This is an optimization exercise on Yosys and OpenROAD, whose aim is small area, a short achievable clock period and few clock cycles per item, not a production implementation. Power and IR drop assume default switching activity.

== before ==
// fce_tx
module fce_tx (
    input  wire        clk,
    input  wire        rst,
    input  wire        reg_wr,
    input  wire [4:0]  reg_addr,
    input  wire [31:0] reg_wdata,
    output reg  [31:0] reg_rdata,
    output wire        busy,
    output reg         mem_en,
    output reg  [3:0]  mem_we,
    output reg  [9:0]  mem_addr,
    output reg  [31:0] mem_wdata,
    input  wire [31:0] mem_rdata
);
    localparam [7:0] OP_NOP     = 8'h00;
    localparam [7:0] OP_ETH_ADD = 8'h01;
    localparam [7:0] OP_IP_ADD  = 8'h02;
    localparam [7:0] OP_UDP_ADD = 8'h03;
    localparam [7:0] OP_TCP_ADD = 8'h04;
    localparam [7:0] OP_CSUM    = 8'h08;
    localparam [4:0] R_CMD      = 5'h00;
    localparam [4:0] R_STATUS   = 5'h01;
    localparam [4:0] R_RESULT   = 5'h02;
    localparam [4:0] R_A0       = 5'h08;
    localparam [4:0] R_A1       = 5'h09;
    localparam [4:0] R_A2       = 5'h0A;
    localparam [4:0] R_A3       = 5'h0B;
    localparam [4:0] R_A4       = 5'h0C;
    localparam [4:0] R_A5       = 5'h0D;
    localparam [4:0] R_MAC_HI   = 5'h10;
    localparam [4:0] R_MAC_LO   = 5'h11;
    localparam [4:0] R_IP_ADDR  = 5'h12;
    localparam [4:0] R_IP_IDENT = 5'h13;
    localparam [4:0] R_IP_TTL   = 5'h14;
    localparam [4:0] R_TCP_MSS  = 5'h15;
    reg [31:0] cmd_q;
    reg [2:0]  errcode;     
    reg        sticky;
    reg [15:0] result;      
    reg [31:0] a0, a1, a2, a3, a4, a5;
    reg [31:0] mac_hi;
    reg [15:0] mac_lo;
  ...
Size: about 490 flip-flops, about 150 I/O pins.
==> flow/config.mk <==
export PLATFORM = sky130hd
export DESIGN_NAME = fce_tx
export DESIGN_NICKNAME = fce_tx
export VERILOG_FILES = /design/flow/design.v
export SDC_FILE = /design/flow/constraint.sdc
export NUM_CORES = 4
export LEC_CHECK = 0
export CAP_MARGIN = 20
export CORE_MARGIN = 2
export CORE_UTILIZATION = 45
export PLACE_DENSITY = 0.6
export SETUP_SLACK_MARGIN = 2.4
export SLEW_MARGIN = 20
==> flow/constraint.sdc <==
create_clock -name core_clock -period 6.5 [get_ports {clk}]
set_input_delay 1.3000 -clock core_clock [delete_from_list [all_inputs] [get_ports {clk}]]
set_output_delay 1.3000 -clock core_clock [all_outputs]
set_load 0.01 [all_outputs]
run.sh (not shown) runs the stock make flow with config.mk's settings and CLKGATE_MAP_FILE= SYNTH_SCRIPT=/design/flow/synth_recipe.tcl, a recipe that flattens the netlist after the stock synthesis.
before | stages: all done | timing, DRC, antenna: all pass
Changes in after relative to before:
diff --git a/flow/design.v b/flow/design.v
--- a/flow/design.v
+++ b/flow/design.v
@@ -80,35 +80,36 @@
     wire w_legal = w_nop | w_eth | w_ip | w_udp | w_tcp | w_csum;
     wire w_rsv = w_nop  ? (reg_wdata[31:8] != 24'd0) :
                  w_csum ? (reg_wdata[15:9] != 7'd0)  :
                           (reg_wdata[15:8] != 8'd0);
     wire [4:0]  tcp_hl   = syn ? 5'd24 : 5'd20;
     wire [15:0] ip_dlen  = a1[31:16];
     wire [15:0] udp_dlen = a2[15:0];
     wire [15:0] tcp_dlen = a5[15:0];
     wire [15:0] csum_len = a1[15:0];
+    wire        w_hi    = (w_off[15:12] != 4'd0);
+    wire        w_bad   = (w_eth & (w_hi | (w_off[11:0] > 12'd2034))) |
+                          (w_ip  & (w_hi | (w_off[11:0] > 12'd2028)));
+    wire        w_lbad  = w_ip & (ip_dlen > 16'd65515);
     wire [2:0] w_err = !w_legal ? 3'd1 :
-                       w_rsv    ? 3'd2 : 3'd0;
-    wire [15:0] n_len   = t_udp ? udp_dlen : t_tcp ? tcp_dlen : t_csum ? csum_len : 16'd0;
-    wire [4:0]  n_h     = t_eth ? 5'd14 : t_ip ? 5'd20 : t_udp ? 5'd8 : t_tcp ? tcp_hl : 5'd0;
+                       w_rsv    ? 3'd2 :
+                       w_lbad   ? 3'd4 :
+                       w_bad    ? 3'd3 : 3'd0;
+    wire [15:0] n_len   = e_udp ? udp_dlen : e_tcp ? tcp_dlen : csum_len;
+    wire [4:0]  n_h     = t_udp ? 5'd8 : t_tcp ? tcp_hl : 5'd0;
     wire [12:0] n_end   = {1'b0, off[11:0]} + {1'b0, n_len[11:0]} + {8'd0, n_h};
     wire        n_big   = (off[15:12] != 4'd0) || (n_len[15:12] != 4'd0);
-    wire        ip_lbad = (ip_dlen > 16'd65515);
-    wire        h_bad   = (off[15:12] != 4'd0) ||
-                          (t_eth && (off[11:0] > 12'd2034)) ||
-                          (t_ip && ((off[11:0] > 12'd2028) || ip_lbad));
-    wire        c_lbad  = (t_ip & ip_lbad) | (t_udp & (udp_dlen > 16'd65527)) |
+    wire        c_lbad  = (t_udp & (udp_dlen > 16'd65527)) |
                           (t_tcp & (tcp_dlen > (syn ? 16'd65511 : 16'd65515)));
     wire        c_rbad  = n_big || (n_end > 13'd2048);
     wire        c_bad   = chk & (c_lbad | c_rbad);
-    wire [15:0] w_n     = w_udp ? udp_dlen : w_tcp ? tcp_dlen : csum_len;
-    wire        w_hasrd = (w_udp | w_tcp | w_csum) && (w_n != 16'd0);
-    wire [13:0] w_span  = {12'd0, w_off[1:0]} + {2'b00, w_n[11:0]} + (w_csum ? 14'h3FFB : 14'h3FFF);
+    wire        w_hasrd = (w_udp | w_tcp | w_csum) && (n_len != 16'd0);
+    wire [13:0] w_span  = {12'd0, w_off[1:0]} + {2'b00, n_len[11:0]} + (w_csum ? 14'h3FFB : 14'h3FFF);
     wire        w_more  = !w_span[13];                   
     wire [8:0]  w_rskip = w_udp ? 9'd2 : w_tcp ? (syn ? 9'd6 : 9'd5) : 9'd1;
     wire cmd_wr = !run && reg_wr && (reg_addr == R_CMD);
     wire [15:0] w_init = w_csum ? a0[15:0] : w_udp ? 16'd17 : w_tcp ? 16'd6 : 16'd0;
     wire        e_eth = run ? t_eth : w_eth;
     wire        e_ip  = run ? t_ip  : w_ip;
     wire        e_udp = run ? t_udp : w_udp;
     wire        e_tcp = run ? t_tcp : w_tcp;
     wire [7:0] hl_byte = syn ? 8'h60 : 8'h50;
@@ -207,19 +208,19 @@
     wire [18:0] q_c  = csa_c(r_s, r_c, m_s);
     wire [18:0] n_s  = csa_s(q_s, q_c, m_c);
     wire [18:0] n_c  = csa_c(q_s, q_c, m_c);
     wire [18:0] acc_n = n_s + n_c;
     wire [16:0] tot  = {1'b0, acc} + {14'd0, ac};
     wire [15:0] f2   = tot[16] ? {13'd0, tot[2:0] + 3'd1} : tot[15:0];
     wire [15:0] fold = sw ? {f2[7:0], f2[15:8]} : f2;
     wire fin = !rd_act && (mask_q == 4'b0000) && !tact && !tq_v;
     wire done_csum = t_csum && fin;
-    wire hdr_go = !t_csum && !rd_act && xw && !(tact && !t_ip) && !(chk && h_bad) && (((ovh | ovl) == 4'b0000) || crdy);
+    wire hdr_go = !t_csum && !rd_act && xw && !(tact && !t_ip) && (((ovh | ovl) == 4'b0000) || crdy);
     wire done_hdr = hdr_go && wlast;
     wire [31:0] csum_ov;
     genvar gl;
     generate
         for (gl = 0; gl < 4; gl = gl + 1) begin : g_ov
             assign csum_ov[8*gl +: 8] = (result[15:8] & {8{ovh[gl]}}) | (result[7:0] & {8{ovl[gl]}});
         end
     endgenerate
     always @* begin
@@ -324,19 +325,19 @@
         end
     end
     always @(posedge clk) begin
         if (cmd_wr) begin
             t_eth  <= w_eth;
             t_ip   <= w_ip;
             t_udp  <= w_udp;
             t_tcp  <= w_tcp;
             t_csum <= w_csum;
-            chk    <= !w_nop;
+            chk    <= w_udp | w_tcp | w_csum;
             rrem   <= w_span[11:2];
             elane  <= w_span[1:0];
             if (w_csum) begin
                 rd_act <= w_hasrd && w_more;
                 rfirst <= 1'b0;
                 mask_q <= w_hasrd ? ((4'b1111 << w_off[1:0]) &
                                      (w_more ? 4'b1111 : (4'b1111 >> (2'd3 - w_span[1:0]))))
                                   : 4'b0000;
             end else begin
### Flow results
Relative to before, the number of buffers created by CTS measured on after has decreased by a few percent. Compared with before, after shows a higher final wirelength. On after: ratio of final minimum period to clock period is 12 points higher than what before gave. NOTE: final worst slack in after falls short of that of before. Combinational power share (higher): after. Across both runs, final design utilization was higher for after than for before. Looking at clock buffer count, after sits above before. [after vs before] cell count along the critical path: higher in after. Between before and after, the cell area is higher for after.
Function was not checked in any run of this note: the RTL went through the layout flow alone.

==> re-timing with driven ports <==
No port has a modelled driver above. Below, the same layouts with a new extraction and two added sets of constraints.
Step 1 sets driving cells, clkbuf_16 on the clock port and buf_2 on the other inputs (assumed; they add their load-dependent delay and slew).
Step 2 also shifts input and output timing later by t, the mid clock arrival at the registers, as if the neighbouring blocks saw the same clock.
Slacks: no drivers / after step 1 / after step 2; pairs: no drivers / after step 1.
run	t (ns)	setup WS [ns]	worst setup path after step 2
before	0.722	1.523 / 1.450 / 1.070	input to register
after	0.718	0.745 / 0.791 / 0.073	input to register
After both steps setup and hold are still met in every run listed. The setup slack of after, which loses most, moves by +0.046 ns with the drivers and by -0.672 ns with both steps.
